From an optimization exercise on the open Yosys and OpenROAD flow, aimed at a short achievable clock period and few clock cycles per item; shortcuts taken in it are not production practice. In this exercise RTL edits were held to simulation tests only and were not proved equivalent to the original. Power figures rest on the tool's default switching activity, not on a simulated workload.

--- design/flow/config.mk ---
export PLATFORM = sky130hd
export DESIGN_NAME = fps_top
export DESIGN_NICKNAME = fps_top
export VERILOG_FILES = /design/flow/design.v
export SDC_FILE = /design/flow/constraint.sdc
export NUM_CORES = 4
export LEC_CHECK = 0
export CAP_MARGIN = 20
export CORE_MARGIN = 2
export CORE_UTILIZATION = 40
export PLACE_DENSITY = 0.6
export SLEW_MARGIN = 20
--- design/flow/constraint.sdc ---
create_clock -name core_clock -period 8.0 [get_ports {clk}]
set_input_delay 1.6000 -clock core_clock [delete_from_list [all_inputs] [get_ports {clk}]]
set_output_delay 1.6000 -clock core_clock [all_outputs]
set_load 0.01 [all_outputs]
--- design/flow/design.v ---
module fps_top (
    input             clk,
    input             rst,           
    input             reg_we,
    input      [4:0]  reg_addr,
    input      [31:0] reg_wdata,
    output reg [31:0] reg_rdata,
    output     [8:0]  ibuf_addr,
    input      [7:0]  ibuf_rdata,
    output reg        obuf_we,
    output reg [8:0]  obuf_addr,
    output reg [7:0]  obuf_wdata,
    output reg        fdesc_we,
    output reg [7:0]  fdesc_addr,
    output reg [31:0] fdesc_wdata,
    output            irq
);
    localparam [16:0] IBUF_BYTES = 17'd512;
    localparam [3:0] OP_CHECKSUM = 4'd0, OP_ENCODE = 4'd1, OP_DECODE_RSP = 4'd2,
                     OP_EXTRACT  = 4'd3, OP_DECODE_FRAME = 4'd4;
    localparam [3:0] R_OK = 4'd1, R_NOT_FOUND = 4'd2, R_INCOMPLETE = 4'd3,
                     R_ENC_ERR = 4'd4, R_MALFORMED = 4'd5, R_BAD_OP = 4'd6,
                     R_BAD_RANGE = 4'd7;
    localparam [2:0] S_IDLE = 3'd0, S_CHECK = 3'd1, S_HDR = 3'd2, S_FETCH = 3'd3,
                     S_USE = 3'd4, S_TAIL = 3'd5;
    reg        irq_en;
    reg [3:0]  op;
    reg [15:0] in_off, in_len;
    reg [7:0]  arg;
    reg        busy, done, chk_ok;
    reg [3:0]  result;
    reg [15:0] out_len;
    reg [7:0]  chk_result;
    reg [23:0] rsp_hdr;
    reg [15:0] rsp_chk, rsp_offset, frame_count, ext_cursor;
    reg [7:0]  telem;
    reg [15:0] an [0:7];
    reg [3:0]  op_l;
    reg [15:0] off_l, len_l;
    reg [7:0]  arg_l;
    reg [2:0]  state;
    reg [15:0] idx;        
    reg [7:0]  acc;        
    reg [2:0]  phase;      
    reg        prev;       
    reg [15:0] mark;       
    reg [1:0]  hcnt;       
    reg [7:0]  h_status, h_cmd, h_len;
    wire [7:0]  b    = ibuf_rdata;
    wire        last = (idx == len_l - 16'd1);
    wire [15:0] an_pos = idx - 16'd3;    
    wire [2:0]  an_sel = an_pos[3:1];
    wire        start_wr = reg_we && reg_addr == 5'd0 && reg_wdata[0];
    assign ibuf_addr = off_l[8:0] + idx[8:0];
    assign irq = done & irq_en;
    always @(*) begin
        case (reg_addr)
            5'd0:  reg_rdata = {24'd0, op, 2'b00, irq_en, 1'b0};
            5'd1:  reg_rdata = {23'd0, chk_ok, result, 2'b00, done, busy};
            5'd2:  reg_rdata = {16'd0, in_off};
            5'd3:  reg_rdata = {16'd0, in_len};
            5'd4:  reg_rdata = {24'd0, arg};
            5'd5:  reg_rdata = {16'd0, out_len};
            5'd6:  reg_rdata = {24'd0, chk_result};
            5'd7:  reg_rdata = {8'd0, rsp_hdr};
            5'd8:  reg_rdata = {16'd0, rsp_chk};
            5'd9:  reg_rdata = {16'd0, rsp_offset};
            5'd10: reg_rdata = {16'd0, frame_count};
            5'd11: reg_rdata = {16'd0, ext_cursor};
            5'd12: reg_rdata = {24'd0, telem};
            5'd16: reg_rdata = {16'd0, an[0]};
            5'd17: reg_rdata = {16'd0, an[1]};
            5'd18: reg_rdata = {16'd0, an[2]};
            5'd19: reg_rdata = {16'd0, an[3]};
            5'd20: reg_rdata = {16'd0, an[4]};
            5'd21: reg_rdata = {16'd0, an[5]};
            5'd22: reg_rdata = {16'd0, an[6]};
            5'd23: reg_rdata = {16'd0, an[7]};
            default: reg_rdata = 32'd0;
        endcase
    end
    always @(*) begin
        obuf_we     = 1'b0;
        obuf_addr   = 9'd0;
        obuf_wdata  = 8'd0;
        fdesc_we    = 1'b0;
        fdesc_addr  = frame_count[7:0];
        fdesc_wdata = {idx, mark};
        if (state == S_HDR) begin
            obuf_we   = 1'b1;
            obuf_addr = {7'd0, hcnt};
            case (hcnt)
                2'd0: obuf_wdata = 8'h55;
                2'd1: obuf_wdata = 8'hAA;
                2'd2: obuf_wdata = arg_l;
                default: obuf_wdata = len_l[7:0];
            endcase
        end else if (state == S_TAIL) begin
            obuf_we    = 1'b1;
            obuf_addr  = len_l[8:0] + 9'd4;
            obuf_wdata = acc;
        end else if (state == S_USE) begin
            if (op_l == OP_ENCODE) begin
                obuf_we    = 1'b1;
                obuf_addr  = idx[8:0] + 9'd4;
                obuf_wdata = b;
            end else if (op_l == OP_DECODE_RSP && phase == 3'd4) begin
                obuf_we    = 1'b1;
                obuf_addr  = idx[8:0] - mark[8:0] - 9'd5;
                obuf_wdata = b;
            end else if (op_l == OP_EXTRACT && phase == 3'd1 && b == 8'h7C) begin
                fdesc_we   = 1'b1;
            end
        end
    end
    task finish(input [3:0] code);
        begin
            busy   <= 1'b0;
            done   <= 1'b1;
            result <= code;
            state  <= S_IDLE;
        end
    endtask
    integer i;
    always @(posedge clk) begin
        if (rst) begin
            irq_en <= 1'b0; op <= 4'd0; in_off <= 16'd0; in_len <= 16'd0; arg <= 8'd0;
            busy <= 1'b0; done <= 1'b0; chk_ok <= 1'b0; result <= 4'd0;
            out_len <= 16'd0; chk_result <= 8'd0; rsp_hdr <= 24'd0; rsp_chk <= 16'd0;
            rsp_offset <= 16'd0; frame_count <= 16'd0; ext_cursor <= 16'd0; telem <= 8'd0;
            for (i = 0; i < 8; i = i + 1) an[i] <= 16'd0;
            off_l <= 16'd0; idx <= 16'd0;    
            state <= S_IDLE;
        end else begin
            if (reg_we) begin
                case (reg_addr)
                    5'd0: begin irq_en <= reg_wdata[1]; op <= reg_wdata[7:4]; end
                    5'd1: if (reg_wdata[1]) done <= 1'b0;
                    5'd2: in_off <= reg_wdata[15:0];
                    5'd3: in_len <= reg_wdata[15:0];
                    5'd4: arg <= reg_wdata[7:0];
                    default: ;
                endcase
            end
            case (state)
                S_IDLE: if (start_wr) begin
                    op_l  <= reg_wdata[7:4];
                    off_l <= in_off;
                    len_l <= in_len;
                    arg_l <= arg;
                    busy  <= 1'b1;
                    done  <= 1'b0;
                    chk_ok <= 1'b0; out_len <= 16'd0; chk_result <= 8'd0; rsp_hdr <= 24'd0;
                    rsp_chk <= 16'd0; rsp_offset <= 16'd0; frame_count <= 16'd0;
                    ext_cursor <= 16'd0; telem <= 8'd0;
                    for (i = 0; i < 8; i = i + 1) an[i] <= 16'd0;
                    state <= S_CHECK;
                end
                S_CHECK: begin
                    idx   <= 16'd0;
                    acc   <= 8'd0;
                    phase <= 3'd0;
                    prev  <= 1'b0;
                    hcnt  <= 2'd0;
                    if (op_l > OP_DECODE_FRAME)
                        finish(R_BAD_OP);
                    else if ({1'b0, off_l} + {1'b0, len_l} > IBUF_BYTES)
                        finish(R_BAD_RANGE);
                    else case (op_l)
                        OP_CHECKSUM:
                            if (len_l == 16'd0) finish(R_OK);
                            else state <= S_FETCH;
                        OP_ENCODE:
                            if (len_l > 16'd255) finish(R_ENC_ERR);
                            else begin
                                acc   <= arg_l ^ len_l[7:0];
                                state <= S_HDR;
                            end
                        OP_DECODE_RSP:
                            if (len_l == 16'd0) finish(R_NOT_FOUND);
                            else state <= S_FETCH;
                        OP_EXTRACT:
                            if (len_l == 16'd0) finish(R_OK);
                            else state <= S_FETCH;
                        default:  
                            if (len_l != 16'd20) finish(R_MALFORMED);
                            else state <= S_FETCH;
                    endcase
                end
                S_HDR: begin
                    hcnt <= hcnt + 2'd1;
                    if (hcnt == 2'd3)
                        state <= (len_l == 16'd0) ? S_TAIL : S_FETCH;
                end
                S_TAIL: begin
                    out_len    <= len_l + 16'd5;
                    chk_result <= acc;
                    finish(R_OK);
                end
                S_FETCH: state <= S_USE;
                S_USE: begin
                    state <= S_FETCH;
                    idx   <= idx + 16'd1;
                    case (op_l)
                        OP_CHECKSUM: begin
                            acc <= acc ^ b;
                            if (last) begin
                                chk_result <= acc ^ b;
                                finish(R_OK);
                            end
                        end
                        OP_ENCODE: begin
                            acc <= acc ^ b;
                            if (last) state <= S_TAIL;
                        end
                        OP_DECODE_RSP: case (phase)
                            3'd0: begin  
                                if (prev && b == 8'hAB) begin
                                    mark       <= idx - 16'd1;
                                    rsp_offset <= idx - 16'd1;
                                    if ({1'b0, idx} + 17'd4 > {1'b0, len_l})
                                        finish(R_INCOMPLETE);
                                    else
                                        phase <= 3'd1;
                                end else begin
                                    prev <= (b == 8'h55);
                                    if (last) finish(R_NOT_FOUND);
                                end
                            end
                            3'd1: begin h_status <= b; phase <= 3'd2; end
                            3'd2: begin h_cmd <= b; phase <= 3'd3; end
                            3'd3: begin
                                h_len <= b;
                                acc   <= h_status ^ h_cmd ^ b;
                                if ({1'b0, mark} + 17'd6 + {9'd0, b} > {1'b0, len_l})
                                    finish(R_INCOMPLETE);
                                else
                                    phase <= (b == 8'd0) ? 3'd5 : 3'd4;
                            end
                            3'd4: begin  
                                acc <= acc ^ b;
                                if (idx == mark + 16'd4 + {8'd0, h_len}) phase <= 3'd5;
                            end
                            default: begin  
                                rsp_hdr <= {h_len, h_cmd, h_status};
                                rsp_chk <= {acc, b};
                                out_len <= {8'd0, h_len};
                                chk_ok  <= (acc == b);
                                finish(R_OK);
                            end
                        endcase
                        OP_EXTRACT: begin
                            if (phase == 3'd0) begin  
                                if (prev && b == 8'h7B) begin
                                    mark  <= idx - 16'd1;
                                    phase <= 3'd1;
                                    prev  <= 1'b0;
                                end else
                                    prev <= (b == 8'h7A);
                            end else if (b == 8'h7C) begin  
                                frame_count <= frame_count + 16'd1;
                                ext_cursor  <= idx + 16'd1;
                                phase       <= 3'd0;
                            end
                            if (last) finish(R_OK);
                        end
                        default: begin  
                            if ((idx == 16'd0 && b != 8'h7A) || (idx == 16'd1 && b != 8'h7B))
                                finish(R_MALFORMED);
                            else if (idx == 16'd2)
                                telem <= b;
                            else if (idx == 16'd19) begin
                                if (b == 8'h7C)
                                    finish(R_OK);
                                else begin
                                    telem <= 8'd0;
                                    for (i = 0; i < 8; i = i + 1) an[i] <= 16'd0;
                                    finish(R_MALFORMED);
                                end
                            end else if (idx >= 16'd3) begin
                                if (idx[0])
                                    an[an_sel][7:0] <= b;
                                else
                                    an[an_sel][15:8] <= b;
                            end
                        end
                    endcase
                end
                default: state <= S_IDLE;
            endcase
        end
    end
endmodule
--- design/flow/run.sh ---
#!/bin/bash
# synth_recipe.tcl (not shown) runs the flow's synth.tcl, then flattens the netlist and writes it again
# the make line also repeats each setting of config.mk as NAME=value (left out here)
make -C /OpenROAD-flow-scripts/flow DESIGN_CONFIG=/design/flow/config.mk WORK_HOME=/design/flow/orfs CLKGATE_MAP_FILE= SYNTH_SCRIPT=/design/flow/synth_recipe.tcl finish
==> summary.txt <==
- Slowest cell on crit path: o311ai_0
- Worst min path class: reg -> reg
- Worst EP arrival: 7170 ps
- Avg Inst Size Synth: roughly 9 um2
- Minimum hold slack: 451.7 ps
- Vias post-DR: around 22000
- Final setup fails: 0
- Total Neg Setup Slack: 0 ps
- Worst Setup Start Kind: input port
- Commonest register cell after synthesis: edfxtp_1
- Clock network power share: about 47%
- Commonest cells post-synth: nand2_1, nor2_1, a21oi_1, edfxtp_1, dfxtp_1
- Logic gate share of total power: approximately 4.3%
- Die span in y: 250.9 um
- Post-Syn Area: 24370 um2
- DIE AREA: 62930 um2
- Power Density: 168.1 nW/um2
- Fmax: 145.1 MHz
- Ys Warns: 1
- DRC errors left: 0
- Core footprint: 60250 um2
- Placed cells: approximately 3500
- Register area share after synthesis: 42.79%
- Max-cap viol count: 0
- Outcome: timing/DRC/antenna clean
- Minimum clock period: 6890 ps
- Seq pwr share: 48.2%
- Final instance area: 27990 um2
- Post-Layout Cell Count: 3594
- Post-DP HPWL: 74010 um
- # hold bufs at CTS: 0
- Yosys top cell by area: edfxtp_1
- #FFs+latches synth: 416
- Layout cells sized above 1: 8.007%
- Placed cell area: roughly 26000 um2
- Ys async rst share: 0%
- Worst setup EP type: flop
- Yosys top cell area share: about 26%
- Post-route ant nets: 0
- Slew Viols, Final: 0
- Io pins: between 100 and 150
- Initial drt markers: around 2800
- Hold Vio Cnt, Final: 0
- Gp weighted congestion: 1.024
- Grt ovf: 0
- Clk slew on worst S/H paths: 60 ps
- Leakage Power: 10.14 nW
- First-pass GRT wire length: 144200 um
- Routed len/inst: 27.60 um
- Multi-input combinational cell area: 12770 um2
- Clk root buf: clkbuf_16
- Largest net degree at the start of global routing: 87
- Crit-path max cell delay: between 700 and 800 ps
- Sw Pwr: approximately 1.1 mW
- FF/Latch Area: 10430 um2
- Most used cell, CP: o21ai_0
- Routed WL: 99200 um
- Most instantiated library cell after synthesis: nand2_1
- Switching share of total power: between 20% and 30%
- Initial cell density of the core: 40.46%
- Relative slew slack: 21.93%
- TritonCTS clock tree: yes
- H-tree Lvls: 2
- Kind of critical path: in -> reg
- Post-route core utilization: 46.46%
- Setup Skew: 41.94 ps
- Worst vdd ir: 0.1713 mV
- RSZ-0062 raised after global routing: false
- Port-buffer cells: roughly 120
- Int Pwr: between 3 and 4 mW
- Vias in the first global route: 20990
- Postcts setup bufs: 0
- Worst-margin pin slew: approximately 1200 ps
- Clock sinks: between 400 and 500
- All-Layer GR Usage: 30.97%
- NumNets Final: about 3000
- P&R area growth vs syn: 14.82%
- Resized Gates After CTS: 0
- Clock Latency Late Sink: 620 ps
- CP Max Fanout: 3
- Cell Rows: 90
- Fillers: 5663
- EDFF count, synth: 210
- Cell variety after synth: slightly below 100
- Clock Path Buffers: 3
- Crit path required time: 8280 ps
- Total CTS buffers: between 40 and 50
- Top cells by area, synth: edfxtp_1, dfxtp_1, ha_1
- Initial antenna violation count: 1
- Cells after Synth: 2704
- Fin crit share: a little under nine tenths
- Die Wd: 250.9 um
- Drt pass-1 iters: 6
- Vias per cell: between 6 and 7
stage by stage:
| step | setup WS (ps) | power, mW |
|---|---|---|
| 2_1_floorplan | 1314 | 2.414 |
| 3_3_place_gp | 847.0 | 2.510 |
| 3_5_place_dp | 734.5 | 2.515 |
| 4_1_cts | 1295 | 4.718 |
| 5_1_grt | 887.9 | 4.816 |
| 6_report | 1110 | 4.704 |
power groups by stage:
stage	Sequential, mW	Clock [mW]	Combinational (mW)
6_report	2.27	2.23	0.204
4_1_cts	2.27	2.25	0.201
5_1_grt	2.27	2.33	0.218
2_1_floorplan	2.31	0	0.106
3_3_place_gp	2.31	0	0.197
3_5_place_dp	2.31	0	0.200
worst max-delay path: cells and delay by family:
kind	cells	cell delay, ps
xor gates and xnor gates	1	180
adders and majority gates	4	1120
buffers and inverters	4	700
and+or+nand+nor	7	1160
AOI/OAI and AO/OA	10	2400
final cells by class:
type / instances / area share, %
well taps: 782 / 3.496
diodes: 2 / 0.01788
flip-flops and latches: 416 / 37.27
multi-input cells: 2011 / 45.63
clock buffers: 61 / 4.538
clock inverters: 25 / 1.064
inverters: 81 / 1.086
repair buffers: 216 / 6.907
worst paths after layout:
check                start          end  slack (ps)  cells after the start
max reg2reg        mark[1]     phase[1]        2120                     25
max          ibuf_rdata[1]     phase[1]        1110                     26
min reg2reg    rsp_hdr[23]  rsp_hdr[23]         450                      2
min            rsp_hdr[23]  rsp_hdr[23]         450                      2
sequential cells by signal (all words and copies together), names as in the netlist, 16 cells and up:
signal	flops
rsp_offset	16
off_l	16
rsp_hdr	24
frame_count	16
out_len	16
in_len	16
an	128
idx	16
mark	16
len_l	16
ext_cursor	16
rsp_chk	16
in_off	16
placed cells by master, fill, tap and decap left out, types with 20 or more instances in the layout:
cell             count
inv_1               77
o22ai_1             20
and3_1              24
and2_1              99
dfxtp_1            206
o21ai_0             66
nor2_1             253
clkbuf_16           47
a221oi_1            46
a22oi_1             80
nand3_1            127
ha_1               121
nand4_1             40
xor2_1              62
edfxtp_1           210
nand2_1            266
nor3_1              99
clkdlybuf4s50_1    123
a21oi_1            240
buf_4               92
a22o_1              43
xnor2_1            122
routing by layer:
| layer | global-route usage [%] | up-vias | part of all wire (%) |
|---|---|---|---|
| met2 | 48.95 | 1279 | 44 |
| met1 | 40.65 | 10780 | 40 |
| li1 | - | 9896 | - |
| met5 | 0 | - | 0.016 |
| met4 | 16.46 | 2 | 5.9 |
| met3 | 5.229 | 257 | 9.6 |
cells by family after synthesis:
| group | synth area share [%] |
|---|---|
| AOI/OAI and AO/OA | 17.42 |
| xor gates and xnor gates | 6.612 |
| adders and majority gates | 6.622 |
| buffers and inverters | 5.179 |
| DFF | 42.79 |
| muxes | 0.6570 |
| other | 0.01538 |
| and+or+nand+nor | 20.70 |
Testbench counts, summed over its fixed seeds: cycles 60,806, ops 423.

[what the ideal ports hide]
Ports are ideal in the flow. The routed layout listed here was re-timed in OpenROAD. Step 1 assumes that a clkbuf_16 drives the clock port and a buf_2 every other input. Step 2 moves the port delays by t, midway between the first and last clock arrival at a register: inputs arrive t later, outputs are due t later. That takes back most of the time a late clock gives input paths. Slacks: no drivers / after step 1 / after step 2; pairs: no drivers / after step 1.
shift t [ns]: 0.659
slack for setup (ns): 1.110 / 1.134 / 0.475
worst hold slack (ns): 0.452 / 0.452 / 0.452
pins driven straight from the clock port: 1
After both steps setup and hold are still met in this run. The setup slack of this run moves by +0.024 ns with the drivers and by -0.635 ns with both steps.
